From an optimization exercise on the open Yosys and OpenROAD flow, aimed at small area, a short achievable clock period and few clock cycles; shortcuts taken in it are not production practice.
The RTL was checked by simulation tests, not by an equivalence proof against the original design.
Power figures rest on the tool's default switching activity, not on a simulated workload.

[flow/design.v]
module lc3_core (
    input  wire        clk,
    input  wire        rst,
    input  wire [15:0] start_pc,
    output reg         mem_req,
    output reg         mem_we,
    output reg  [15:0] mem_addr,
    output wire [15:0] mem_wdata,
    input  wire        mem_gnt,
    input  wire [15:0] mem_rdata,
    output reg         out_vld,
    output reg  [7:0]  out_data,
    input  wire        out_rdy,
    input  wire        out_fail,
    output reg         in_rdy,
    input  wire        in_vld,
    input  wire [7:0]  in_data,
    input  wire        in_fail,
    output wire [1:0]  status,
    output wire [15:0] stop_pc,
    output wire [15:0] stop_ir,
    output wire        stop_dev
);
    localparam ST_RUN  = 2'd0;
    localparam ST_HALT = 2'd1;
    localparam ST_FLT  = 2'd2;
    localparam ST_IOF  = 2'd3;
    localparam S_RUN   = 4'd0;    
    localparam S_LW    = 4'd1;    
    localparam S_FIX   = 4'd2;    
    localparam S_JMP   = 4'd3;    
    localparam S_MEM   = 4'd4;    
    localparam S_PW    = 4'd5;    
    localparam S_SLW   = 4'd6;    
    localparam S_REDIR = 4'd7;    
    localparam S_IN    = 4'd8;    
    localparam S_OUT   = 4'd9;    
    localparam S_SRD   = 4'd10;   
    localparam S_SW    = 4'd11;   
    localparam S_STOP  = 4'd12;   
    reg [3:0]  state;
    reg [1:0]  run_st;
    reg [15:0] nf;           
    reg        dv;           
    reg [15:0] ir;           
    reg        iv;           
    reg [15:0] ipc1;         
    reg [15:0] ea;           
    reg        stale;        
    reg [2:0]  p2;           
    reg [2:0]  ld_dr;        
    reg [2:0]  cond;         
    reg [15:0] regs [0:7];
    reg        indir;        
    reg [7:0]  sword;        
    reg        hi;           
    reg        iodev;        
    assign status   = run_st;
    assign stop_pc  = ipc1 - 16'd1;
    assign stop_ir  = ir;
    assign stop_dev = iodev;
    function [2:0] cc_of;
        input [15:0] v;
        begin
            if (v == 16'h0000)  cc_of = 3'b010;
            else if (v[15])     cc_of = 3'b100;
            else                cc_of = 3'b001;
        end
    endfunction
    wire [15:0] dw   = mem_rdata;
    wire [3:0]  dop  = dw[15:12];
    wire [15:0] dbase = regs[dw[8:6]];
    wire d_is_jsr  = (dop == 4'd4);
    wire d_is_b6   = (dop == 4'd6) || (dop == 4'd7);
    wire d_is_jmp  = (dop == 4'd12) || (d_is_jsr && !dw[11] && dw[8:6] != 3'd7);
    wire d_is_jr7  = d_is_jsr && !dw[11] && dw[8:6] == 3'd7;
    wire d_is_j11  = d_is_jsr && dw[11];
    wire [15:0] d_off = d_is_jr7 ? 16'h0000 :
                        d_is_j11 ? {{5{dw[10]}}, dw[10:0]} :
                                   {{7{dw[8]}}, dw[8:0]};
    wire [15:0] d_pc;
    lc3_add16 u_dpc (.a(nf), .b(d_off), .ci(1'b0), .s(d_pc));
    wire [15:0] d_b6;
    lc3_add16 u_db6 (.a(dbase), .b({{10{dw[5]}}, dw[5:0]}), .ci(1'b0), .s(d_b6));
    wire [15:0] d_ea  = d_is_b6 ? d_b6 : d_is_jmp ? dbase : d_pc;
    wire [2:0]  d_p2 = dw[13] ? dw[11:9] : dw[2:0];
    wire [3:0] op   = ir[15:12];
    wire e_br   = (op == 4'd0);
    wire e_add  = (op == 4'd1);
    wire e_ld   = (op == 4'd2);
    wire e_st   = (op == 4'd3);
    wire e_jsr  = (op == 4'd4);
    wire e_and  = (op == 4'd5);
    wire e_ldr  = (op == 4'd6);
    wire e_str  = (op == 4'd7);
    wire e_not  = (op == 4'd9);
    wire e_ldi  = (op == 4'd10);
    wire e_sti  = (op == 4'd11);
    wire e_jmp  = (op == 4'd12);
    wire e_lea  = (op == 4'd14);
    wire e_trap = (op == 4'd15);
    wire e_bad  = (op == 4'd8) || (op == 4'd13);
    wire [7:0] vec = ir[7:0];
    wire t_getc = e_trap && (vec == 8'h20);
    wire t_out  = e_trap && (vec == 8'h21);
    wire t_in   = e_trap && (vec == 8'h23);
    wire t_str  = e_trap && (vec == 8'h22 || vec == 8'h24);
    wire t_halt = e_trap && (vec == 8'h25);
    wire t_badv = e_trap && !(vec[7:3] == 5'b00100 && (vec[2:0] <= 3'd5));
    wire e_store = e_st || e_str || e_sti;
    wire e_base  = e_ldr || e_str || e_jmp || (e_jsr && !ir[11] && ir[8:6] != 3'd7);
    wire e_fixit = e_base && stale;
    wire [15:0] rs1 = regs[ir[8:6]];
    wire [15:0] rs2 = regs[p2];
    wire [15:0] r0  = regs[0];
    wire [15:0] imm  = ir[13] ? {{10{ir[5]}}, ir[5:0]} : {{11{ir[4]}}, ir[4:0]};
    wire [15:0] opb  = (ir[5] || ir[13]) ? imm : rs2;
    wire [15:0] sum;
    lc3_add16 u_alu (.a(rs1), .b(opb), .ci(1'b0), .s(sum));
    wire [15:0] andv = rs1 & opb;
    wire [15:0] notv = ~rs1;
    wire        sum_z = &(~((rs1 ^ opb) ^ {(rs1[14:0] | opb[14:0]), 1'b0}));
    wire [15:0] alu   = e_and ? andv : e_not ? notv : sum;
    wire        alu_z = e_and ? ~|andv : e_not ? &rs1 : sum_z;
    wire taken = |(ir[11:9] & cond);
    wire        s_putsp = ir[2];
    wire [7:0]  sbyte   = hi ? mem_rdata[15:8] : mem_rdata[7:0];
    wire        s_end   = s_putsp ? (sbyte == 8'h00) : (mem_rdata == 16'h0000);
    wire [15:0] s_next  = (!s_putsp || hi) ? ea + 16'd1 : ea;
    assign mem_wdata = rs2;
    reg        e_fin;        
    reg        e_redir;      
    reg [15:0] e_tgt;
    reg        pf;           
    reg        e_rr;         
    always @(*) begin
        mem_req  = 1'b0;
        mem_we   = 1'b0;
        mem_addr = ea;
        out_vld  = 1'b0;
        out_data = sword;
        in_rdy   = 1'b0;
        e_fin    = 1'b0;
        e_redir  = 1'b0;
        e_tgt    = ea;
        pf       = 1'b0;
        e_rr     = 1'b0;
        case (state)
            S_RUN: begin
                if (!iv) begin
                    pf    = 1'b1;
                    e_fin = 1'b1;
                end else if (e_add || e_and || e_not || e_lea || (e_br && !taken)) begin
                    pf    = 1'b1;
                    e_fin = 1'b1;
                end else if (e_br || ((e_jsr || e_jmp) && !e_fixit)) begin
                    e_redir = 1'b1;
                    e_rr    = 1'b1;
                    e_fin   = 1'b1;
                end else if ((e_ld || (e_ldr && !stale))) begin
                    mem_req = 1'b1;
                    e_fin   = mem_gnt;
                end else if ((e_st || (e_str && !stale))) begin
                    mem_req = 1'b1;
                    mem_we  = 1'b1;
                    e_fin   = mem_gnt && (ea != ipc1);
                end else if (e_ldi || e_sti) begin
                    mem_req = 1'b1;
                end else if (t_out) begin
                    out_vld  = 1'b1;
                    out_data = r0[7:0];
                    pf       = 1'b1;
                    e_fin    = out_rdy && !out_fail;
                end else if (t_getc) begin
                    in_rdy   = 1'b1;
                    pf       = 1'b1;
                    e_fin    = in_vld && !in_fail;
                end else if (t_in) begin
                    in_rdy   = 1'b1;
                end else if (t_str) begin
                    mem_req  = 1'b1;
                    mem_addr = r0;
                end
            end
            S_LW: begin
                pf = 1'b1;
            end
            S_JMP: begin
                e_redir = 1'b1;
            end
            S_MEM: begin
                mem_req = 1'b1;
                mem_we  = e_store && !indir;
            end
            S_PW: begin
                mem_req  = 1'b1;
                mem_addr = mem_rdata;
                mem_we   = e_sti;
            end
            S_SLW, S_REDIR: begin
                e_redir = 1'b1;
                e_tgt   = ipc1;
            end
            S_IN: begin
                in_rdy  = 1'b1;
                if (in_vld && !in_fail && !ir[0]) begin
                    e_redir = 1'b1;
                    e_tgt   = ipc1;
                end
            end
            S_OUT: begin
                out_vld = 1'b1;
                if (out_rdy && !out_fail && ir[0]) begin
                    e_redir = 1'b1;
                    e_tgt   = ipc1;
                end
            end
            S_SRD: begin
                mem_req = 1'b1;
            end
            S_SW: begin
                out_vld  = !s_end;
                out_data = sbyte;
                mem_req  = 1'b1;
                mem_addr = s_next;
            end
            default: ;
        endcase
        if (e_redir) begin
            mem_req  = 1'b1;
            mem_addr = e_tgt;
        end else if (pf) begin
            mem_req  = 1'b1;
            mem_addr = nf;
        end
    end
    wire       e_wr   = iv && (state == S_RUN) &&
                        (e_add || e_and || e_not || e_lea || e_ld || e_ldr || e_jsr || e_trap);
    wire [2:0] e_wdst = e_jsr ? 3'd7 : e_trap ? 3'd0 : ir[11:9];
    wire       take   = e_fin && !e_rr && dv;
    reg        rf_we;
    reg [2:0]  rf_wa;
    reg [15:0] rf_wd;
    reg        cc_we;
    reg [2:0]  cc_n;
    always @(*) begin
        rf_we = 1'b0;
        rf_wa = ir[11:9];
        rf_wd = alu;
        cc_we = 1'b0;
        cc_n  = {alu[15], alu_z, !alu[15] && !alu_z};
        case (state)
            S_RUN: begin
                if (iv) begin
                    if (e_add || e_and || e_not) begin
                        rf_we = 1'b1;
                        cc_we = 1'b1;
                    end else if (e_lea) begin
                        rf_we = 1'b1;
                        rf_wd = ea;
                        cc_we = 1'b1;
                        cc_n  = cc_of(ea);
                    end else if (e_jsr && !e_fixit) begin
                        rf_we = 1'b1;
                        rf_wa = 3'd7;
                        rf_wd = ipc1;
                    end else if (t_getc) begin
                        rf_we = in_vld && !in_fail;
                        rf_wa = 3'd0;
                        rf_wd = {8'h00, in_data};
                    end
                end
            end
            S_JMP: begin
                rf_we = e_jsr;
                rf_wa = 3'd7;
                rf_wd = ipc1;
            end
            S_LW: begin
                rf_we = 1'b1;
                rf_wa = ld_dr;
                rf_wd = mem_rdata;
                cc_we = 1'b1;
                cc_n  = cc_of(mem_rdata);
            end
            S_SLW: begin
                rf_we = 1'b1;
                rf_wd = mem_rdata;
                cc_we = 1'b1;
                cc_n  = cc_of(mem_rdata);
            end
            S_IN: begin
                rf_we = in_vld && !in_fail && !ir[0];
                rf_wa = 3'd0;
                rf_wd = {8'h00, in_data};
            end
            S_OUT: begin
                rf_we = out_rdy && !out_fail && ir[0] && ir[1];
                rf_wa = 3'd0;
                rf_wd = {8'h00, sword};
            end
            default: ;
        endcase
    end
    wire [15:0] rf_wd_r = rst ? 16'h0000 : rf_wd;
    genvar g;
    generate
        for (g = 0; g < 8; g = g + 1) begin : rf
            always @(posedge clk)
                if (rst || (rf_we && rf_wa == g))
                    regs[g] <= rf_wd_r;
        end
    endgenerate
    always @(posedge clk) begin
        if (rst)
            cond <= 3'b010;
        else if (cc_we)
            cond <= cc_n;
    end
    wire fetch = (e_redir || pf) && mem_gnt;
    always @(posedge clk) begin
        if (rst) begin
            nf <= start_pc;
            dv <= 1'b0;
            iv <= 1'b0;
        end else begin
            dv <= fetch;
            if (fetch)
                nf <= mem_addr + 16'd1;
            else if (e_redir)
                nf <= e_tgt;
            if (e_fin || e_redir)
                iv <= take;
            if (take) begin
                ir    <= dw;
                ipc1  <= nf;
                p2    <= d_p2;
                stale <= e_wr && (dw[8:6] == e_wdst);
            end
        end
    end
    always @(posedge clk) begin
        if (rst) begin
            state  <= S_RUN;
            run_st <= ST_RUN;
        end else begin
            case (state)
                S_RUN: begin
                    if (iv) begin
                        if (e_bad || t_badv) begin
                            run_st <= ST_FLT;
                            state  <= S_STOP;
                        end else if (t_halt) begin
                            run_st <= ST_HALT;
                            state  <= S_STOP;
                        end else if (e_fixit) begin
                            state <= S_FIX;
                        end else if (e_ld || e_ldr) begin
                            ld_dr <= ir[11:9];
                            indir <= 1'b0;
                            state <= mem_gnt ? S_LW : S_MEM;
                        end else if (e_st || e_str) begin
                            indir <= 1'b0;
                            if (!mem_gnt)
                                state <= S_MEM;
                            else if (ea == ipc1)
                                state <= S_REDIR;
                        end else if (e_ldi || e_sti) begin
                            indir <= 1'b1;
                            state <= mem_gnt ? S_PW : S_MEM;
                        end else if (t_out) begin
                            if (out_rdy) begin
                                if (out_fail) begin
                                    iodev  <= 1'b1;
                                    run_st <= ST_IOF;
                                    state  <= S_STOP;
                                end
                            end else begin
                                sword <= r0[7:0];
                                state <= S_OUT;
                            end
                        end else if (t_getc || t_in) begin
                            if (in_vld) begin
                                if (in_fail) begin
                                    iodev  <= 1'b0;
                                    run_st <= ST_IOF;
                                    state  <= S_STOP;
                                end else if (t_in) begin
                                    sword <= in_data;
                                    state <= S_OUT;
                                end
                            end else begin
                                state <= S_IN;
                            end
                        end else if (t_str) begin
                            ea    <= r0;
                            hi    <= 1'b0;
                            state <= mem_gnt ? S_SW : S_SRD;
                        end
                    end
                end
                S_LW: state <= S_RUN;
                S_FIX: begin
                    ea    <= (e_ldr || e_str) ? sum : rs1;
                    indir <= 1'b0;
                    state <= (e_ldr || e_str) ? S_MEM : S_JMP;
                end
                S_JMP: state <= S_RUN;
                S_MEM: begin
                    if (mem_gnt) begin
                        if (indir)
                            state <= S_PW;
                        else if (e_store)
                            state <= S_REDIR;
                        else
                            state <= S_SLW;
                    end
                end
                S_PW: begin
                    ea    <= mem_rdata;
                    indir <= 1'b0;
                    if (mem_gnt)
                        state <= e_sti ? S_REDIR : S_SLW;
                    else
                        state <= S_MEM;
                end
                S_SLW, S_REDIR: state <= S_RUN;
                S_IN: begin
                    if (in_vld) begin
                        if (in_fail) begin
                            iodev  <= 1'b0;
                            run_st <= ST_IOF;
                            state  <= S_STOP;
                        end else if (!ir[0]) begin
                            state <= S_RUN;
                        end else begin
                            sword <= in_data;
                            state <= S_OUT;
                        end
                    end
                end
                S_OUT: begin
                    if (out_rdy) begin
                        if (out_fail) begin
                            iodev  <= 1'b1;
                            run_st <= ST_IOF;
                            state  <= S_STOP;
                        end else if (ir[0]) begin
                            state <= S_RUN;
                        end else begin
                            ea    <= s_next;
                            hi    <= s_putsp && !hi;
                            state <= S_SRD;
                        end
                    end
                end
                S_SRD: begin
                    if (mem_gnt)
                        state <= S_SW;
                end
                S_SW: begin
                    if (s_end) begin
                        state <= S_REDIR;
                    end else if (out_rdy) begin
                        if (out_fail) begin
                            iodev  <= 1'b1;
                            run_st <= ST_IOF;
                            state  <= S_STOP;
                        end else begin
                            ea    <= s_next;
                            hi    <= s_putsp && !hi;
                            state <= mem_gnt ? S_SW : S_SRD;
                        end
                    end else begin
                        sword <= sbyte;
                        state <= S_OUT;
                    end
                end
                S_STOP: ;
                default: state <= S_RUN;
            endcase
            if (take)
                ea <= d_ea;
        end
    end
endmodule
module lc3_add16 (
    input  wire [15:0] a,
    input  wire [15:0] b,
    input  wire        ci,
    output wire [15:0] s
);
    wire [15:0] p  = a ^ b;
    wire [15:0] g0 = {a[15:1] & b[15:1], (a[0] & b[0]) | (p[0] & ci)};
    wire [15:0] q0 = {p[15:1], 1'b0};
    wire [15:0] g1 = {g0[15:1] | (q0[15:1] & g0[14:0]), g0[0]};
    wire [15:0] q1 = {q0[15:1] & q0[14:0], q0[0]};
    wire [15:0] g2 = {g1[15:2] | (q1[15:2] & g1[13:0]), g1[1:0]};
    wire [15:0] q2 = {q1[15:2] & q1[13:0], q1[1:0]};
    wire [15:0] g3 = {g2[15:4] | (q2[15:4] & g2[11:0]), g2[3:0]};
    wire [15:0] q3 = {q2[15:4] & q2[11:0], q2[3:0]};
    wire [15:0] g4 = {g3[15:8] | (q3[15:8] & g3[7:0]), g3[7:0]};
    assign s = p ^ {g4[14:0], ci};
endmodule
[flow/run.sh]
#!/bin/bash
# synth_recipe.tcl (not shown) runs the flow's synth.tcl, then flattens the netlist and writes it again
# the make line also repeats each setting of config.mk as NAME=value (left out here)
make -C /OpenROAD-flow-scripts/flow DESIGN_CONFIG=/design/flow/config.mk WORK_HOME=/design/flow/orfs CLKGATE_MAP_FILE= SYNTH_SCRIPT=/design/flow/synth_recipe.tcl finish
[flow/config.mk]
export PLATFORM = sky130hd
export DESIGN_NAME = lc3_core
export DESIGN_NICKNAME = lc3_core
export VERILOG_FILES = /design/flow/design.v
export SDC_FILE = /design/flow/constraint.sdc
export NUM_CORES = 4
export LEC_CHECK = 0
export CAP_MARGIN = 20
export CORE_MARGIN = 2
export CORE_UTILIZATION = 40
export PLACE_DENSITY = 0.6
export SETUP_SLACK_MARGIN = 2
export SLEW_MARGIN = 20
[flow/constraint.sdc]
create_clock -name core_clock -period 8.0 [get_ports {clk}]
set_input_delay 1.6000 -clock core_clock [delete_from_list [all_inputs] [get_ports {clk}]]
set_output_delay 1.6000 -clock core_clock [all_outputs]
set_load 0.01 [all_outputs]
==> impl_metrics.csv, run 1 <==
group,metric,value,unit
outcome,status,"no timing/DRC/antenna violations",
synthesis,synthCells,2335,
power_and_ir_drop,swShare,47.4,%
clock_network,clkLatencyLatePin,0.60,ns
route,viasPerCell,6.84,
critical_path,path_max_fanout,6,
sta,max_freq,165,MHz
floorplanning,core-area,49100,sq um
sta,fin_tns_setup,0,ns
synthesis,syn_area,19900,sq um
global_route,grt_max_degree,54,
clock_network,hold_buffers,0,
synthesis,syn-num-nets,2450,
final_layout,final_net_count,2538,
placed_design,dp.cells,3026,
critical_path,arrival,4.44,ns
final_layout,utilization,47.8,%
power_and_ir_drop,p_switching,3.80,mW
synthesis,synth_top_flop_cell,"edfxtp_1",
sta,final-setup-viol-count,0,
power_and_ir_drop,power.internal,4.22,mW
placed_design,gp_congestion,1.01,
clock_network,h-tree-depth,1,
critical_path,path_depth,7,
sta,worstMarginPinSlew,1.22,ns
sta,rsz0062_at_grt,"true",
sta,fin_skew,0.0123,ns
route,drt_iter0_markers,2785,
sta,period_needed,6.04,ns
run,drv_cap,0,
synthesis,ys_warn_count,2,
critical_path,cp-start-kind,"primary input",
critical_path,slowest_stage,"clkdlybuf4s50_1",
placed_design,port_buffers,125,
synthesis,ys_seq_elements,221,
sta,slew_headroom,18.4,%
power_and_ir_drop,comb_power_share,55.5,%
power_and_ir_drop,power_density,342,nW/um^2
route,via_count,21300,
critical_path,cpPeakStageDelay,0.78,ns
floorplanning,die_height,227,microns
placed_design,post-dp-hpwl,71500,microns
final_layout,drive_above_1_share,12.0,%
clock_network,cts_root_buf,"clkbuf_16",
power_and_ir_drop,irDropWorstVdd,0.198,mV
clock_network,cts_buffer_depth,3,
clock_network,cts_made_buffers,28,
critical_path,cp-endpoint,"out_vld",
route,route.detailed.drc,0,
power_and_ir_drop,leakage,8.71,nW
synthesis,synth.avg_cell_area,8.52,sq um
critical_path,crit_family,"buffers and inverters",
synthesis,synth_edf_count,210,
critical_path,cp.required,6.40,ns
sta,drv_slew,0,
sta,hold_viol_final,0,
critical_path,reg2regPathDepth,19,
clock_network,cts_tree,"done",
power_and_ir_drop,p_clk_share,15.8,%
synthesis,yosysSeqAreaShare,32.8,%
sta,worst_slack,1.96,ns
floorplanning,initial_core_util,40.6,%
global_route,grt_pass1_vias,19900,
floorplanning,fp-row-count,81,
critical_path,cpMostUsedCell,"clkdlybuf4s50_1",
placed_design,dp_slack,1.27,ns
critical_path,crit_type,"primary input to primary output",
clock_network,cts.sinks,221,
floorplanning,io_pins,126,
route,drt_wl_total,97200,microns
sta,whs,0.501,ns
critical_path,rr_endpoint,"regs[7][14]",
clock_network,path_clk_slew,0.06,ns
critical_path,endpoint_kind,"primary output",
critical_path,reg2reg_setup_slack,2.21,ns
power_and_ir_drop,seqPwrFrac,28.7,%
final_layout,final_common_cell,"nor2_1",
sta,timing.final.crit_share,75.6,%
final_layout,final_cells,3108,
critical_path,crit_buf_inv,2,
floorplanning,die_width,227,microns
synthesis,ys_async_sr_fraction,0,%
global_route,grt_pass1_wl,139000,microns
synthesis,synth_cell_types,94,
min_path,hold_path_class,"flop to flop",
route,wire_per_inst,31.3,microns
route,drtAntennaViolNets,0,
final_layout,final_cell_mix,"nor2_1 (237), nand2_1 (215), edfxtp_1 (210), a21oi_1 (193), o21ai_0 (160)",
global_route,antenna_found_initial,6,
final_layout,area_growth,17.8,%
global_route,grt-ovfl-total,0,
critical_path,setup.worst_path.start,"mem_rdata[5]",
floorplanning,die-area,51500,sq um
critical_path,crit_chain,"clkdlybuf4s50_1 > mux2i_1 > nand2_1 > nor3_1 > mux2i_2 > a211o_1 > clkdlybuf4s50_1",
route,drt_pre_antenna_iters,9,
global_route,grt.total_usage,37.1,%
critical_path,r2r_start,"ir[8]",
[layer usage]
| layer | routed length [microns] | track usage, % |
|---|---|---|
| met5 | 92 | 0 |
| met4 | 7270 | 23.1 |
| met3 | 11000 | 7.58 |
| met2 | 41800 | 56.4 |
| met1 | 37000 | 48.4 |
[worst min-delay path by stage]
| stage | end | from | cells after the start |
|---|---|---|---|
| final | cond[0] | cond[0] | 2 |
| after detailed placement | cond[0] | cond[0] | 2 |
| after global placement | cond[0] | cond[0] | 2 |
| after floorplan | cond[0] | cond[0] | 2 |
| after CTS | cond[0] | cond[0] | 2 |
| after global routing | ipc1[15] | nf[15] | 0 |
[metrics by stage]
| stage | cell area (sq um) | power (mW) |
|---|---|---|
| 5_1_grt | 23400 | 8.39 |
| 4_1_cts | 23200 | 7.80 |
| 2_1_floorplan | 19900 | 4.73 |
| 6_report | 23400 | 8.03 |
| 3_5_place_dp | 22000 | 6.45 |
| 3_3_place_gp | 22000 | 6.43 |
[final cells by class]
cell class	count	area, sq um
Clock inverter	18	190
Clock buffer	32	716
Fill cell	4720	25600
Multi-Input combinational cell	1845	12600
Inverter	83	323
Antenna cell	1	2.50
Sequential cell	221	6530
Tap cell	664	831
Timing Repair Buffer	244	2210
[cells by family (layout without fill, tap and decap cells)]
family                     count (synthesis)  count (layout)  share of synthesized area, %
and+or+nand+nor                          780             780                          18.7
AOI/OAI and AO/OA                        764             764                          25.9
buffers and inverters                    269             377                          5.18
DFF                                      221             221                          32.8
muxes                                    124             124                          8.23
xor gates and xnor gates                 109             109                          4.80
adders and majority gates                 68              68                          4.39
other                                      0               1                             0
[synthesized netlist by cell type, types with 26 or more instances]
library cell	instances	area, sq um
a211oi_1	45	338
a21oi_1	195	976
a221oi_1	57	499
clkbuf_1	154	578
edfxtp_1	210	6310
ha_1	65	813
inv_1	81	304
mux2i_1	77	771
mux4_2	30	676
nand2_1	217	815
nand3_1	65	325
nor2_1	239	897
nor2b_1	32	200
nor3_1	58	290
o21a_1	26	195
o21ai_0	163	816
o22ai_1	30	188
xnor2_1	71	622
xor2_1	38	333
[state kept, by name, summed over array words and instances (netlist names)]
signal and flops:
run_st 2, ea 16, iv 1, regs 128, nf 16, p2 3
ipc1 16, ld_dr 3, hi 1, stale 1, indir 1, cond 3
dv 1, iodev 1, sword 8, state 4, ir 16
[tightest hold or removal path, stage by stage, from the launching register on]
cell and delay (ns):
dfxtp_1 0.33, inv_1 0.05, a221oi_1 0.07
[repair_timing]
| action | 4_1_cts | 5_1_grt |
|---|---|---|
| endpoints found under the hold margin | 0 | 0 |
| pin swaps | 3 | 3 |
| setup buffers | 16 | 14 |
| resized for setup | 27 | 36 |
| setup endpoints to repair | 51 | 59 |
| gates cloned | 0 | 1 |
[power groups by stage]
stage          clock network, mW  logic [mW]  registers, mW
6_report                    1.27        4.45           2.30
3_3_place_gp                   0        4.14           2.29
2_1_floorplan                  0        2.73           2.00
5_1_grt                     1.33        4.74           2.32
3_5_place_dp                   0        4.16           2.29
4_1_cts                     1.28        4.25           2.27
Testbench counts, summed over its fixed seeds: cycles 37,151.
==> run 2, diff against run 1 <==
--- a/flow/config.mk
+++ b/flow/config.mk
@@ -9,5 +9,5 @@
 export CORE_MARGIN = 2
 export CORE_UTILIZATION = 40
 export PLACE_DENSITY = 0.6
-export SETUP_SLACK_MARGIN = 2
+export SETUP_SLACK_MARGIN = 3
 export SLEW_MARGIN = 20
==> run 2 against run 1 <==
Sequential power about the same. Wire length up 2.3%. Utilization up 3.8 points. Cell area up 8.0%. Die area unchanged. Still clean. Worst hold slack about the same. Non-clock buffer count up 118. Setup slack better by 0.86 ns. Highest routed layer is now met4. Critical endpoint is now mem_addr[12]. Largest power group unchanged. First-iteration DRC count up 16%. Fmax up 17%.
==> impl_metrics.csv, run 2 <==
group,metric,value,unit
outcome,status,"no timing/DRC/antenna violations",
power_and_ir_drop,leakage,9.53,nW
floorplanning,fp-row-count,81,
final_layout,drive_above_1_share,21.5,%
sta,max_freq,193,MHz
sta,fin_skew,0.0307,ns
synthesis,synth_top_flop_cell,"edfxtp_1",
global_route,grt_max_degree,44,
critical_path,cpPeakStageDelay,0.55,ns
global_route,grt-ovfl-total,0,
sta,worstMarginPinSlew,1.18,ns
power_and_ir_drop,irDropWorstVdd,0.217,mV
sta,drv_slew,0,
min_path,hold_path_class,"flop to flop",
synthesis,ys_top_cells_by_count,"nor2_1 (239), nand2_1 (217), edfxtp_1 (210)",
synthesis,synthCells,2335,
synthesis,syn-num-nets,2450,
synthesis,ys_async_sr_fraction,0,%
route,viasPerCell,6.81,
sta,fin_tns_setup,0,ns
floorplanning,die_width,227,microns
critical_path,setup.worst_path.start,"ir[6]",
route,via_count,22000,
critical_path,crit_buf_inv,4,
critical_path,reg2regPathDepth,19,
clock_network,cts_made_buffers,28,
floorplanning,die_height,227,microns
global_route,grt_pass1_vias,20700,
sta,final-setup-viol-count,0,
critical_path,slowest_stage,"or4_4",
global_route,grt.total_usage,37.6,%
global_route,grt_pass1_wl,142000,microns
run,drv_cap,0,
final_layout,final_common_cell,"nor2_1",
clock_network,cts_buffer_depth,3,
sta,slew_headroom,20.0,%
critical_path,cp.required,6.40,ns
synthesis,syn_area,19900,sq um
critical_path,cp-endpoint,"mem_addr[12]",
synthesis,yosysMostFrequentCell,"nor2_1",
synthesis,ys_warn_count,2,
critical_path,rr_endpoint,"regs[5][15]",
floorplanning,core-area,49100,sq um
clock_network,hold_buffers,0,
placed_design,gp_congestion,1.02,
critical_path,crit_type,"flop to primary output",
floorplanning,io_pins,126,
sta,hold_viol_final,0,
final_layout,final_net_count,2657,
clock_network,h-tree-depth,1,
clock_network,cts_root_buf,"clkbuf_16",
critical_path,reg2reg_setup_slack,2.94,ns
route,route.detailed.drc,0,
synthesis,ys_top_cells_by_area,"edfxtp_1 (32%), a21oi_1 (4.9%), nor2_1 (4.5%), o21ai_0 (4.1%), nand2_1 (4.1%)",
synthesis,synth_top_area_cell,"edfxtp_1",
critical_path,crit_chain,"buf_12 > or3_1 > or4_4 > buf_12 > buf_12 > mux2i_2 > or4_4 > o211a_4 > a31oi_2 > buf_2",
global_route,antenna_found_initial,1,
route,drtAntennaViolNets,0,
synthesis,synth.avg_cell_area,8.52,sq um
placed_design,post-dp-hpwl,69100,microns
clock_network,cts_tree,"done",
critical_path,endpoint_kind,"primary output",
sta,timing.final.crit_share,64.9,%
final_layout,final_cell_mix,"nor2_1 (225), nand2_1 (211), edfxtp_1 (210), buf_4 (200), a21oi_1 (179)",
critical_path,crit_family,"simple AND/OR/NAND/NOR gates",
critical_path,cp-start-kind,"flop",
final_layout,largest_register_ffs,128,
final_layout,area_growth,27.3,%
clock_network,clkLatencyLatePin,0.61,ns
route,drt_iter0_markers,3239,
power_and_ir_drop,power_density,335,nW/um^2
clock_network,path_clk_slew,0.05,ns
critical_path,path_max_fanout,5,
sta,rsz0062_at_grt,"true",
synthesis,yosysSeqAreaShare,32.8,%
floorplanning,initial_core_util,40.6,%
floorplanning,die-area,51500,sq um
route,wire_per_inst,30.8,microns
critical_path,cpMostUsedCell,"buf_12",
critical_path,path_depth,10,
synthesis,ys_seq_elements,221,
sta,period_needed,5.19,ns
route,drt_pre_antenna_iters,9,
critical_path,arrival,3.59,ns
final_layout,largest_register,"regs",
clock_network,cts.sinks,221,
route,drt_wl_total,99400,microns
synthesis,yosys.area.top_type_share,31.7,%
final_layout,utilization,51.6,%
synthesis,synth_cell_types,94,
synthesis,synth_edf_count,210,
final_layout,fill_cells,4619,
critical_path,r2r_start,"ir[6]",
placed_design,port_buffers,125,
## run 2: cell types whose count changed in the layout (fill, tap and decap cells not counted), sizes merged, moves of 6 or more
cell | previous run | this run
dlymetal6s2s | 9 | 1
clkdlybuf4s15 | 0 | 6
buf | 122 | 260
dlygate4sd2 | 2 | 10
clkdlybuf4s50 | 110 | 79
## run 2: tightest hold or removal path: stages (launching register included)
cell	delay (ns)
dfxtp_1	0.32
inv_1	0.06
a221oi_1	0.07
## run 2: worst min-delay path by stage
stage	from	endpoint	slack, ns	depth (start not counted)
2_1_floorplan	cond[0]	cond[0]	0.45	2
3_3_place_gp	cond[1]	cond[1]	0.48	2
3_5_place_dp	cond[0]	cond[0]	0.49	2
4_1_cts	cond[0]	cond[0]	0.50	2
5_1_grt	cond[0]	cond[0]	0.53	2
6_report	cond[0]	cond[0]	0.50	2
## run 2: cell families (layout without fill, tap and decap cells)
logic type / count (synthesis) / in the layout / synth area share [%]
multiplexers: 124 / 124 / 8.23
AO/OA/AOI/OAI: 764 / 764 / 25.9
flip-flops: 221 / 221 / 32.8
XOR/XNOR: 109 / 109 / 4.80
buffers and inverters: 269 / 494 / 5.18
adder cells (fa/ha/maj): 68 / 68 / 4.39
other: 0 / 1 / 0
AND/OR/NAND/NOR: 780 / 781 / 18.7
## run 2: metrics by stage
| step | hold WS [ns] | instance area, sq um | std cells | power (mW) | setup slack [ns] |
|---|---|---|---|---|---|
| after floorplan | 0.446 | 20000 | 2335 | 4.75 | 2.87 |
| after global placement | 0.477 | 22000 | 3019 | 6.39 | 1.41 |
| after detailed placement | 0.487 | 22000 | 3019 | 6.43 | 1.33 |
| after CTS | 0.496 | 24600 | 3191 | 8.06 | 2.85 |
| after global routing | 0.525 | 25300 | 3225 | 8.79 | 2.75 |
| final | 0.502 | 25300 | 3226 | 8.48 | 2.81 |
## run 2: repair_timing
action / in CTS / in global routing
cloned: 4 / 3
pin swaps: 52 / 37
resized for setup: 295 / 98
setup endpoints to repair: 159 / 123
setup buffers: 119 / 31
## run 2: power by group
part / internal [mW] / switching (mW)
Sequential: 1.80 / 0.493
Combinational: 1.95 / 2.97
Clock: 0.706 / 0.554
## run 2: routing by layer
metal  vias up  share of wire [%]  GRT usage, %
li1       9296                  -             -
met1     10500                 37          48.0
met2      1759                 42          55.5
met3       413                 13          11.2
met4         0                7.8          24.0
met5         -                  0             0
## run 2: final cells by class
| class | count | area [sq um] | share of cell area [%] |
|---|---|---|---|
| flip-flops and latches | 221 | 6530 | 25.8 |
| repair buffers | 362 | 3340 | 13.2 |
| clock buffers | 30 | 708 | 2.80 |
| clock inverters | 19 | 184 | 0.727 |
| well taps | 664 | 831 | 3.28 |
| inverters | 83 | 330 | 1.30 |
| multi-input cells | 1846 | 13400 | 52.9 |
| diodes | 1 | 2.50 | 0.00988 |
==> run 3, diff against run 2 <==
--- a/flow/design.v
+++ b/flow/design.v
@@ -48,6 +48,16 @@
     reg [15:0] ea;           
     reg        stale;        
     reg [2:0]  p2;           
+    reg        k_alu;        
+    reg        k_br;         
+    reg        k_jump;       
+    reg        k_ld;         
+    reg        k_st;         
+    reg        k_ind;        
+    reg        k_out;        
+    reg        k_getc;       
+    reg        k_in;         
+    reg        k_puts;       
     reg [2:0]  ld_dr;        
     reg [2:0]  cond;         
     reg [15:0] regs [0:7];
@@ -147,37 +157,34 @@
         e_rr     = 1'b0;
         case (state)
             S_RUN: begin
-                if (!iv) begin
+                if (!iv || k_alu || (k_br && !taken)) begin
                     pf    = 1'b1;
                     e_fin = 1'b1;
-                end else if (e_add || e_and || e_not || e_lea || (e_br && !taken)) begin
-                    pf    = 1'b1;
-                    e_fin = 1'b1;
-                end else if (e_br || ((e_jsr || e_jmp) && !e_fixit)) begin
+                end else if (k_br || k_jump) begin
                     e_redir = 1'b1;
                     e_rr    = 1'b1;
                     e_fin   = 1'b1;
-                end else if ((e_ld || (e_ldr && !stale))) begin
+                end else if (k_ld) begin
                     mem_req = 1'b1;
                     e_fin   = mem_gnt;
-                end else if ((e_st || (e_str && !stale))) begin
+                end else if (k_st) begin
                     mem_req = 1'b1;
                     mem_we  = 1'b1;
                     e_fin   = mem_gnt && (ea != ipc1);
-                end else if (e_ldi || e_sti) begin
+                end else if (k_ind) begin
                     mem_req = 1'b1;
-                end else if (t_out) begin
+                end else if (k_out) begin
                     out_vld  = 1'b1;
                     out_data = r0[7:0];
                     pf       = 1'b1;
                     e_fin    = out_rdy && !out_fail;
-                end else if (t_getc) begin
+                end else if (k_getc) begin
                     in_rdy   = 1'b1;
                     pf       = 1'b1;
                     e_fin    = in_vld && !in_fail;
-                end else if (t_in) begin
+                end else if (k_in) begin
                     in_rdy   = 1'b1;
-                end else if (t_str) begin
+                end else if (k_puts) begin
                     mem_req  = 1'b1;
                     mem_addr = r0;
                 end
@@ -203,27 +210,15 @@
             end
             S_IN: begin
                 in_rdy  = 1'b1;
-                if (in_vld && !in_fail && !ir[0]) begin
-                    e_redir = 1'b1;
-                    e_tgt   = ipc1;
-                end
             end
             S_OUT: begin
-                out_vld = 1'b1;
-                if (out_rdy && !out_fail && ir[0]) begin
-                    e_redir = 1'b1;
-                    e_tgt   = ipc1;
-                end
+                out_vld  = 1'b1;
+                mem_req  = !ir[0];
+                mem_addr = s_next;
             end
             S_SRD: begin
                 mem_req = 1'b1;
             end
-            S_SW: begin
-                out_vld  = !s_end;
-                out_data = sbyte;
-                mem_req  = 1'b1;
-                mem_addr = s_next;
-            end
             default: ;
         endcase
         if (e_redir) begin
@@ -238,6 +233,7 @@
                         (e_add || e_and || e_not || e_lea || e_ld || e_ldr || e_jsr || e_trap);
     wire [2:0] e_wdst = e_jsr ? 3'd7 : e_trap ? 3'd0 : ir[11:9];
     wire       take   = e_fin && !e_rr && dv;
+    wire       d_stale = e_wr && (dw[8:6] == e_wdst);
     reg        rf_we;
     reg [2:0]  rf_wa;
     reg [15:0] rf_wd;
@@ -264,7 +260,7 @@
                         rf_we = 1'b1;
                         rf_wa = 3'd7;
                         rf_wd = ipc1;
-                    end else if (t_getc) begin
+                    end else if (k_getc) begin
                         rf_we = in_vld && !in_fail;
                         rf_wa = 3'd0;
                         rf_wd = {8'h00, in_data};
@@ -335,7 +331,17 @@
                 ir    <= dw;
                 ipc1  <= nf;
                 p2    <= d_p2;
-                stale <= e_wr && (dw[8:6] == e_wdst);
+                stale  <= d_stale;
+                k_alu  <= (dop == 4'd1) || (dop == 4'd5) || (dop == 4'd9) || (dop == 4'd14);
+                k_br   <= (dop == 4'd0);
+                k_jump <= d_is_j11 || d_is_jr7 || (d_is_jmp && !d_stale);
+                k_ld   <= (dop == 4'd2) || ((dop == 4'd6) && !d_stale);
+                k_st   <= (dop == 4'd3) || ((dop == 4'd7) && !d_stale);
+                k_ind  <= (dop == 4'd10) || (dop == 4'd11);
+                k_out  <= (dop == 4'd15) && (dw[7:0] == 8'h21);
+                k_getc <= (dop == 4'd15) && (dw[7:0] == 8'h20);
+                k_in   <= (dop == 4'd15) && (dw[7:0] == 8'h23);
+                k_puts <= (dop == 4'd15) && (dw[7:0] == 8'h22 || dw[7:0] == 8'h24);
             end
         end
     end
@@ -368,7 +374,7 @@
                         end else if (e_ldi || e_sti) begin
                             indir <= 1'b1;
                             state <= mem_gnt ? S_PW : S_MEM;
-                        end else if (t_out) begin
+                        end else if (k_out) begin
                             if (out_rdy) begin
                                 if (out_fail) begin
                                     iodev  <= 1'b1;
@@ -379,20 +385,20 @@
                                 sword <= r0[7:0];
                                 state <= S_OUT;
                             end
-                        end else if (t_getc || t_in) begin
+                        end else if (k_getc || k_in) begin
                             if (in_vld) begin
                                 if (in_fail) begin
                                     iodev  <= 1'b0;
                                     run_st <= ST_IOF;
                                     state  <= S_STOP;
-                                end else if (t_in) begin
+                                end else if (k_in) begin
                                     sword <= in_data;
                                     state <= S_OUT;
                                 end
                             end else begin
                                 state <= S_IN;
                             end
-                        end else if (t_str) begin
+                        end else if (k_puts) begin
                             ea    <= r0;
                             hi    <= 1'b0;
                             state <= mem_gnt ? S_SW : S_SRD;
@@ -432,7 +438,7 @@
                             run_st <= ST_IOF;
                             state  <= S_STOP;
                         end else if (!ir[0]) begin
-                            state <= S_RUN;
+                            state <= S_REDIR;
                         end else begin
                             sword <= in_data;
                             state <= S_OUT;
@@ -446,11 +452,11 @@
                             run_st <= ST_IOF;
                             state  <= S_STOP;
                         end else if (ir[0]) begin
-                            state <= S_RUN;
+                            state <= S_REDIR;
                         end else begin
                             ea    <= s_next;
                             hi    <= s_putsp && !hi;
-                            state <= S_SRD;
+                            state <= mem_gnt ? S_SW : S_SRD;
                         end
                     end
                 end
@@ -459,22 +465,8 @@
                         state <= S_SW;
                 end
                 S_SW: begin
-                    if (s_end) begin
-                        state <= S_REDIR;
-                    end else if (out_rdy) begin
-                        if (out_fail) begin
-                            iodev  <= 1'b1;
-                            run_st <= ST_IOF;
-                            state  <= S_STOP;
-                        end else begin
-                            ea    <= s_next;
-                            hi    <= s_putsp && !hi;
-                            state <= mem_gnt ? S_SW : S_SRD;
-                        end
-                    end else begin
-                        sword <= sbyte;
-                        state <= S_OUT;
-                    end
+                    sword <= sbyte;
+                    state <= s_end ? S_REDIR : S_OUT;
                 end
                 S_STOP: ;
                 default: state <= S_RUN;
==> flow/flow/run.sh (new file) <==
#!/bin/bash
# Layout flow: the standard ORFS flow (standard.sh, unchanged synthesis,
# floorplan, power grid, placement, CTS and routing), with the port buffers
# that global placement inserts taken as sky130_fd_sc_hd__buf_2 cells instead
# of the default delay-buffer cell.  Each port still gets its own buffer.
set -euo pipefail
export BUFFER_PORTS_ARGS="-buffer_cell sky130_fd_sc_hd__buf_2"
bash standard.sh > standard_flow.log 2>&1
==> flow/standard.sh (new file) <==
#!/bin/bash
# synth_recipe.tcl (not shown) runs the flow's synth.tcl, then flattens the netlist and writes it again
# the make line also repeats each setting of config.mk as NAME=value (left out here)
make -C /OpenROAD-flow-scripts/flow DESIGN_CONFIG=/design/flow/config.mk WORK_HOME=/design/flow/orfs CLKGATE_MAP_FILE= SYNTH_SCRIPT=/design/flow/synth_recipe.tcl "${@:-finish}"
--- a/flow/config.mk
+++ b/flow/config.mk
@@ -9,5 +9,6 @@
 export CORE_MARGIN = 2
 export CORE_UTILIZATION = 40
 export PLACE_DENSITY = 0.6
-export SETUP_SLACK_MARGIN = 3
+export SETUP_SLACK_MARGIN = 3.5
 export SLEW_MARGIN = 20
+export TNS_END_PERCENT = 5
removed: flow/run.sh
==> run 3 against run 2 <==
Utilization fell by 1.8 points. Worst hold slack got worse by 0.011 ns. Non-clock buffer count fell by 59. Sequential power rose by 11%. Sequential cell count rose by 10. Cell count fell by 1.9%. Power rose by 5.4%. Critical path depth fell by 1. Cell area fell by 3.8%. Synthesized area fell by 0.72%.
==> impl_metrics.csv, run 3 <==
group,metric,value,unit
final_layout,final_common_cell,"edfxtp_1",
critical_path,crit_type,"flop to primary output",
synthesis,synthCells,2316,
sta,max_freq,209,MHz
route,route.detailed.drc,0,
power_and_ir_drop,leakage,9.32,nW
clock_network,cts_buffer_depth,3,
synthesis,ys_async_sr_fraction,0,%
clock_network,path_clk_slew,0.07,ns
floorplanning,die_height,226,microns
synthesis,yosysMostFrequentCell,"nor2_1",
outcome,status,"no timing/DRC/antenna violations",
synthesis,ys_top_cells_by_area,"edfxtp_1 (33%), a21oi_1 (5.2%), nor2_1 (4.5%), o21ai_0 (4.4%), mux2i_1 (4.2%)",
synthesis,synth_edf_count,220,
sta,worstMarginPinSlew,1.19,ns
floorplanning,die_width,226,microns
sta,slew_headroom,20.7,%
sta,final-setup-viol-count,0,
sta,timing.final.crit_share,60.0,%
sta,period_needed,4.80,ns
floorplanning,fp-row-count,81,
clock_network,cts_root_buf,"clkbuf_16",
sta,fin_skew,0.0411,ns
global_route,grt.total_usage,36.7,%
final_layout,area_growth,23.3,%
synthesis,synth.avg_cell_area,8.53,sq um
final_layout,final_cell_mix,"edfxtp_1 (220), nor2_1 (214), nand2_1 (209), a21oi_1 (186), o21ai_0 (146)",
final_layout,largest_register_ffs,128,
floorplanning,core-area,48800,sq um
global_route,grt_pass1_wl,136000,microns
clock_network,h-tree-depth,1,
sta,drv_slew,0,
synthesis,synth_cell_types,95,
clock_network,cts.sinks,231,
synthesis,syn_area,19800,sq um
final_layout,utilization,49.8,%
global_route,antenna_found_initial,7,
route,drt_iter0_markers,3122,
min_path,hold_path_class,"flop to flop",
final_layout,ff_latch_area,6840,sq um
synthesis,syn-num-nets,2431,
critical_path,reg2reg_setup_slack,3.23,ns
synthesis,synth_top_area_cell,"edfxtp_1",
route,wire_per_inst,30.9,microns
sta,hold_viol_final,0,
placed_design,gp_congestion,0.984,
route,viasPerCell,6.74,
final_layout,largest_register,"regs",
synthesis,ys_top_cells_by_count,"nor2_1 (236), edfxtp_1 (220), nand2_1 (215)",
synthesis,ys_warn_count,2,
run,drv_cap,0,
critical_path,path_max_fanout,3,
placed_design,port_buffers,125,
final_layout,final_cell_area,24400,sq um
floorplanning,initial_core_util,40.4,%
synthesis,synth_top_flop_cell,"edfxtp_1",
min_path,min_from,"cond[2]",
final_layout,fill_cells,4657,
sta,rsz0062_at_grt,"true",
clock_network,clkLatencyLatePin,0.62,ns
clock_network,cts_tree,"done",
final_layout,drive_above_1_share,23.9,%
power_and_ir_drop,power_density,367,nW/um^2
critical_path,setup.worst_path.start,"ipc1[0]",
floorplanning,die-area,51200,sq um
floorplanning,io_pins,126,
synthesis,ys_seq_elements,231,
critical_path,arrival,3.20,ns
critical_path,r2r_start,"p2[0]",
final_layout,final_net_count,2590,
placed_design,post-dp-hpwl,68000,microns
critical_path,endpoint_kind,"primary output",
placed_design,dp.cells,2973,
route,drtAntennaViolNets,0,
synthesis,yosys.area.top_type_share,33.4,%
final_layout,final_cells,3165,
critical_path,cp-start-kind,"flop",
critical_path,cp.required,6.40,ns
final_layout,multi_input_comb_area,12900,sq um
clock_network,cts_made_buffers,29,
power_and_ir_drop,total_power,8.93,mW
sta,fin_tns_setup,0,ns
route,via_count,21300,
clock_network,hold_buffers,0,
global_route,grt_pass1_vias,19800,
route,drt_wl_total,97800,microns
route,drt_pre_antenna_iters,7,
synthesis,yosysSeqAreaShare,34.6,%
global_route,grt_max_degree,47,
global_route,grt-ovfl-total,0,
placed_design,postPlaceCellArea,21000,sq um
power_and_ir_drop,irDropWorstVdd,0.193,mV
==> run 3: area by class of cell <==
cell class | count | share of cell area [%]
Antenna cell | 3 | 0.0308
Clock buffer | 35 | 3.15
Clock inverter | 19 | 0.786
Inverter | 99 | 1.57
Multi-Input combinational cell | 1811 | 52.8
Sequential cell | 231 | 28.1
Tap cell | 664 | 3.41
Timing Repair Buffer | 303 | 10.2
==> run 3: per-stage QoR <==
stage | hold slack (ns) | worst slack (ns)
after floorplan | 0.451 | 3.29
after global placement | 0.471 | 1.88
after detailed placement | 0.480 | 1.85
after CTS | 0.491 | 3.24
after global routing | 0.519 | 3.12
final | 0.490 | 3.20
==> run 3: worst max-delay path, stage by stage, from the launching register on <==
cell and delay [ns]:
edfxtp_1 0.52, inv_2 0.20, ha_4 0.15, nand2b_1 0.06, or3_4 0.34, or3_4 0.35
or4_4 0.54, nor3_4 0.15, xor2_1 0.15, buf_2 0.15
==> run 3: per-layer routing <==
layer / GRT usage (%) / share of wire, %
met5: 0 / 0.013
met4: 25.9 / 8.4
met3: 8.74 / 12
met2: 55.8 / 43
met1: 45.7 / 37
==> run 3: path summary, 6_finish.rpt <==
| kind | endpoint | cells after the start |
|---|---|---|
| max | stop_pc[12] | 9 |
| min | cond[2] | 2 |
| max reg2reg | regs[3][3] | 19 |
| min reg2reg | cond[2] | 2 |
==> run 3: cells by family (layout without fill, tap and decap cells) <==
group	Yosys count	after routing	synth area share [%]
AND/OR/NAND/NOR	743	747	17.8
AO/OA/AOI/OAI	748	748	24.7
XOR/XNOR	111	111	4.92
adder cells (fa/ha/maj)	68	68	4.42
flip-flops	231	231	34.6
other	0	3	0
multiplexers	137	137	8.15
buffers and inverters	278	456	5.48
==> run 3: where the power goes <==
group          switching, mW  leakage (nW)  internal [mW]
logic                   3.09          6.59           1.93
registers              0.601          2.26           1.94
clock network          0.588         0.476          0.783
total                   4.28          9.32           4.65
==> run 3: timing repair <==
| action | in CTS | in global routing |
|---|---|---|
| endpoints found under the setup margin | 292 | 283 |
| gates cloned | 5 | 9 |
| buffers inserted | 59 | 62 |
| pin swaps | 35 | 56 |
| gates resized for setup | 127 | 140 |
Testbench counts of run 3, summed over its fixed seeds: cycles 37,310.
==> run 4, diff against run 3 <==
--- a/flow/config.mk
+++ b/flow/config.mk
@@ -9,6 +9,6 @@
 export CORE_MARGIN = 2
 export CORE_UTILIZATION = 40
 export PLACE_DENSITY = 0.6
-export SETUP_SLACK_MARGIN = 3.5
+export SETUP_SLACK_MARGIN = 4
 export SLEW_MARGIN = 20
 export TNS_END_PERCENT = 5
==> run 4 against run 3 <==
Via count rose by 0.83%. Cell count shrank 0.76%. Clock skew decreased by 0.012 ns. Sequential share of layout area up 0.38 points. Critical path depth increased by 8. Synthesized area is the same. Combinational power shrank 3%. Global-route usage fell by 0.31 points.
==> impl_metrics.csv, run 4 <==
group,metric,value,unit
synthesis,synth_top_flop_cell,"edfxtp_1",
route,via_count,21500,
power_and_ir_drop,p_clk_share,16.8,%
clock_network,cts_buffer_depth,3,
critical_path,path_max_fanout,8,
sta,worstMarginPinSlew,1.23,ns
critical_path,r2r_start,"p2[0]",
floorplanning,die-area,51200,sq um
final_layout,final_cells,3141,
final_layout,drive_above_1_share,23.0,%
final_layout,final_cell_mix,"nor2_1 (222), edfxtp_1 (220), nand2_1 (209), a21oi_1 (186), o21ai_0 (140)",
sta,final-setup-viol-count,0,
final_layout,area_growth,21.8,%
synthesis,ys_async_sr_fraction,0,%
synthesis,synth_edf_count,220,
placed_design,dp.cells,2972,
global_route,antenna_found_initial,6,
floorplanning,initial_core_util,40.4,%
critical_path,cp-start-kind,"flop",
sta,rsz0062_at_grt,"true",
synthesis,syn-num-nets,2431,
floorplanning,die_width,226,microns
route,drt_wl_total,96600,microns
synthesis,syn_area,19800,sq um
floorplanning,io_pins,126,
route,drt_pre_antenna_iters,8,
synthesis,synthCells,2316,
critical_path,crit_type,"flop to flop",
route,drt_iter0_markers,3546,
critical_path,reg2reg_setup_slack,3.34,ns
synthesis,ys_warn_count,2,
sta,fin_skew,0.0295,ns
final_layout,largest_register,"regs",
global_route,grt_max_degree,48,
min_path,hold_path_class,"flop to flop",
synthesis,ys_top_cells_by_count,"nor2_1 (236), edfxtp_1 (220), nand2_1 (215)",
final_layout,largest_register_ffs,128,
synthesis,ys_seq_elements,231,
route,drtAntennaViolNets,0,
critical_path,arrival,4.94,ns
power_and_ir_drop,irDropWorstVdd,0.228,mV
sta,drv_slew,0,
sta,hold_viol_final,0,
clock_network,clkLatencyLatePin,0.62,ns
final_layout,final_common_cell,"nor2_1",
clock_network,cts.sinks,231,
power_and_ir_drop,comb_power_share,54.7,%
power_and_ir_drop,power.internal,4.67,mW
synthesis,yosysSeqAreaShare,34.6,%
synthesis,yosysMostFrequentCell,"nor2_1",
clock_network,cts_tree,"done",
critical_path,reg2regPathDepth,17,
floorplanning,fp-row-count,81,
synthesis,synth.avg_cell_area,8.53,sq um
route,wire_per_inst,30.8,microns
synthesis,synth_top_area_cell,"edfxtp_1",
critical_path,cp.required,8.29,ns
route,route.detailed.drc,0,
critical_path,cp-endpoint,"regs[1][4]",
placed_design,gp_congestion,1.01,
global_route,grt.total_usage,36.4,%
power_and_ir_drop,total_power,8.95,mW
critical_path,setup.worst_path.start,"p2[0]",
final_layout,final_net_count,2568,
clock_network,h-tree-depth,1,
global_route,grt_pass1_vias,20100,
outcome,status,"no timing/DRC/antenna violations",
sta,max_freq,215,MHz
sta,fin_tns_setup,0,ns
power_and_ir_drop,seqPwrFrac,28.6,%
global_route,grt_pass1_wl,136000,microns
floorplanning,core-area,48800,sq um
synthesis,synth_cell_types,95,
clock_network,cts_root_buf,"clkbuf_16",
clock_network,path_clk_slew,0.07,ns
sta,timing.final.crit_share,58.2,%
placed_design,port_buffers,125,
sta,slew_headroom,17.4,%
synthesis,ys_top_cells_by_area,"edfxtp_1 (33%), a21oi_1 (5.2%), nor2_1 (4.5%), o21ai_0 (4.4%), mux2i_1 (4.2%)",
clock_network,cts_made_buffers,28,
floorplanning,die_height,226,microns
power_and_ir_drop,power_density,372,nW/um^2
critical_path,endpoint_kind,"flop",
power_and_ir_drop,p_switching,4.28,mW
run,drv_cap,0,
power_and_ir_drop,leakage,9.23,nW
placed_design,post-dp-hpwl,67700,microns
sta,period_needed,4.66,ns
synthesis,yosys.area.top_type_share,33.4,%
route,viasPerCell,6.85,
power_and_ir_drop,swShare,47.8,%
global_route,grt-ovfl-total,0,
critical_path,rr_endpoint,"regs[1][4]",
## run 4: cell counts after synthesis
Identical to the previous run, type by type.
## run 4: timing repair
| item | in CTS | in global routing |
|---|---|---|
| setup buffers | 82 | 28 |
| pin swaps | 45 | 49 |
| setup endpoints to repair | 372 | 386 |
| hold buffers | 0 | 0 |
| gates cloned | 2 | 3 |
| gates resized for setup | 174 | 87 |
## run 4: logic make-up (layout without fill, tap and decap cells)
family,count (synthesis),after routing,share of synthesized area (%)
buf+inv,278,436,5.48
mux,137,137,8.15
xor+xnor,111,111,4.92
flops,231,231,34.6
fa+ha+maj,68,68,4.42
simple gates,743,744,17.8
compound gates,748,748,24.7
other cells,0,2,0
## run 4: cell type report
cell class	count	area, sq um
fillers	4667	24800
multi-input cells	1808	12700
flip-flops and latches	231	6850
repair buffers	285	2200
well taps	664	831
clock buffers	29	714
inverters	99	385
clock inverters	23	350
diodes	2	5.00
## run 4: critical path, stage by stage, from the launching register on
cell and delay [ns]:
edfxtp_1 0.43, buf_4 0.16, buf_12 0.11, mux4_2 0.53, a21oi_4 0.29, nor2_4 0.08, mux2_4 0.30, fa_2 0.39
a21oi_2 0.17, o21bai_2 0.12, buf_4 0.15, xor2_1 0.20, a21oi_1 0.10, o21ai_0 0.39, mux2i_1 0.17, a31oi_1 0.19
nand2_1 0.07, o21ai_1 0.44
## run 4: power by group through the flow
stage | Combinational (mW) | Clock, mW | Sequential, mW
4_1_cts | 4.53 | 1.50 | 2.49
2_1_floorplan | 2.86 | 0 | 2.14
6_report | 4.89 | 1.50 | 2.56
3_3_place_gp | 4.08 | 0 | 2.55
3_5_place_dp | 4.11 | 0 | 2.54
5_1_grt | 5.15 | 1.54 | 2.55
## run 4: worst min-delay path by stage
stage          cells past startpoint  slack (ns)  endpoint    start
2_1_floorplan                      0        0.45  ipc1[10]   nf[10]
3_3_place_gp                       2        0.48   cond[2]  cond[2]
3_5_place_dp                       2        0.48   cond[2]  cond[2]
4_1_cts                            2        0.49   cond[2]  cond[2]
5_1_grt                            2        0.49   cond[2]  cond[2]
6_report                           2        0.49   cond[2]  cond[2]
## run 4: layer usage
metal  wire [microns]  share of wire [%]  GRT usage (%)
met3            12100                 12           8.69
met1            34600                 36           45.2
met4             7970                8.2           24.2
met2            42000                 43           56.1
met5               15              0.016              0
## run 4: through the flow
step | area [sq um] | hold WS [ns] | setup WS (ns) | util, %
after floorplan | 20000 | 0.451 | 3.29 | -
after global placement | 21000 | 0.476 | 1.97 | 42.9
after detailed placement | 21000 | 0.476 | 1.89 | 43.0
after CTS | 23400 | 0.485 | 3.41 | 47.9
after global routing | 24000 | 0.493 | 3.29 | 49.2
final | 24000 | 0.493 | 3.34 | 49.2

-- afterwards: timing with drivers on the ports --
In the flow no input, the clock included, has a driving cell. The finished layouts below were timed again as built, in two steps. Step 1 (the two cells are an assumption about what drives the block):
set clk [get_ports {clk}]
set_driving_cell -lib_cell sky130_fd_sc_hd__clkbuf_16 $clk
set_driving_cell -lib_cell sky130_fd_sc_hd__buf_2 [delete_from_list [all_inputs] $clk]
Step 2, shift: input delay + t, output delay - t, t = (earliest + latest rising clock arrival at the registers) / 2. This alone moves slack from input paths to output paths. a / b / c = no drivers / after step 1 / after step 2; a / b = the first two.
run | t, ns | setup slack, ns | worst hold slack (ns) | latest minus earliest clock arrival (ns) | worst data-port slew with drivers (ns)
run 1 | 0.655 | 1.956 / 1.935 / 1.646 | 0.501 / 0.501 / 0.501 | 0.012 / 0.012 | 0.05
run 2 | 0.657 | 2.812 / 2.753 / 2.462 | 0.502 / 0.502 / 0.502 | 0.030 / 0.031 | 0.05
run 3 | 0.659 | 3.204 / 3.145 / 2.778 | 0.490 / 0.490 / 0.490 | 0.041 / 0.041 | 0.09
run 4 | 0.659 | 3.341 / 3.331 / 2.767 | 0.493 / 0.493 / 0.493 | 0.030 / 0.031 | 0.17
After both steps every run listed still meets setup and hold. For run 4, which loses most, drivers alone change the setup slack by -0.010 ns; drivers and shift together by -0.574 ns.
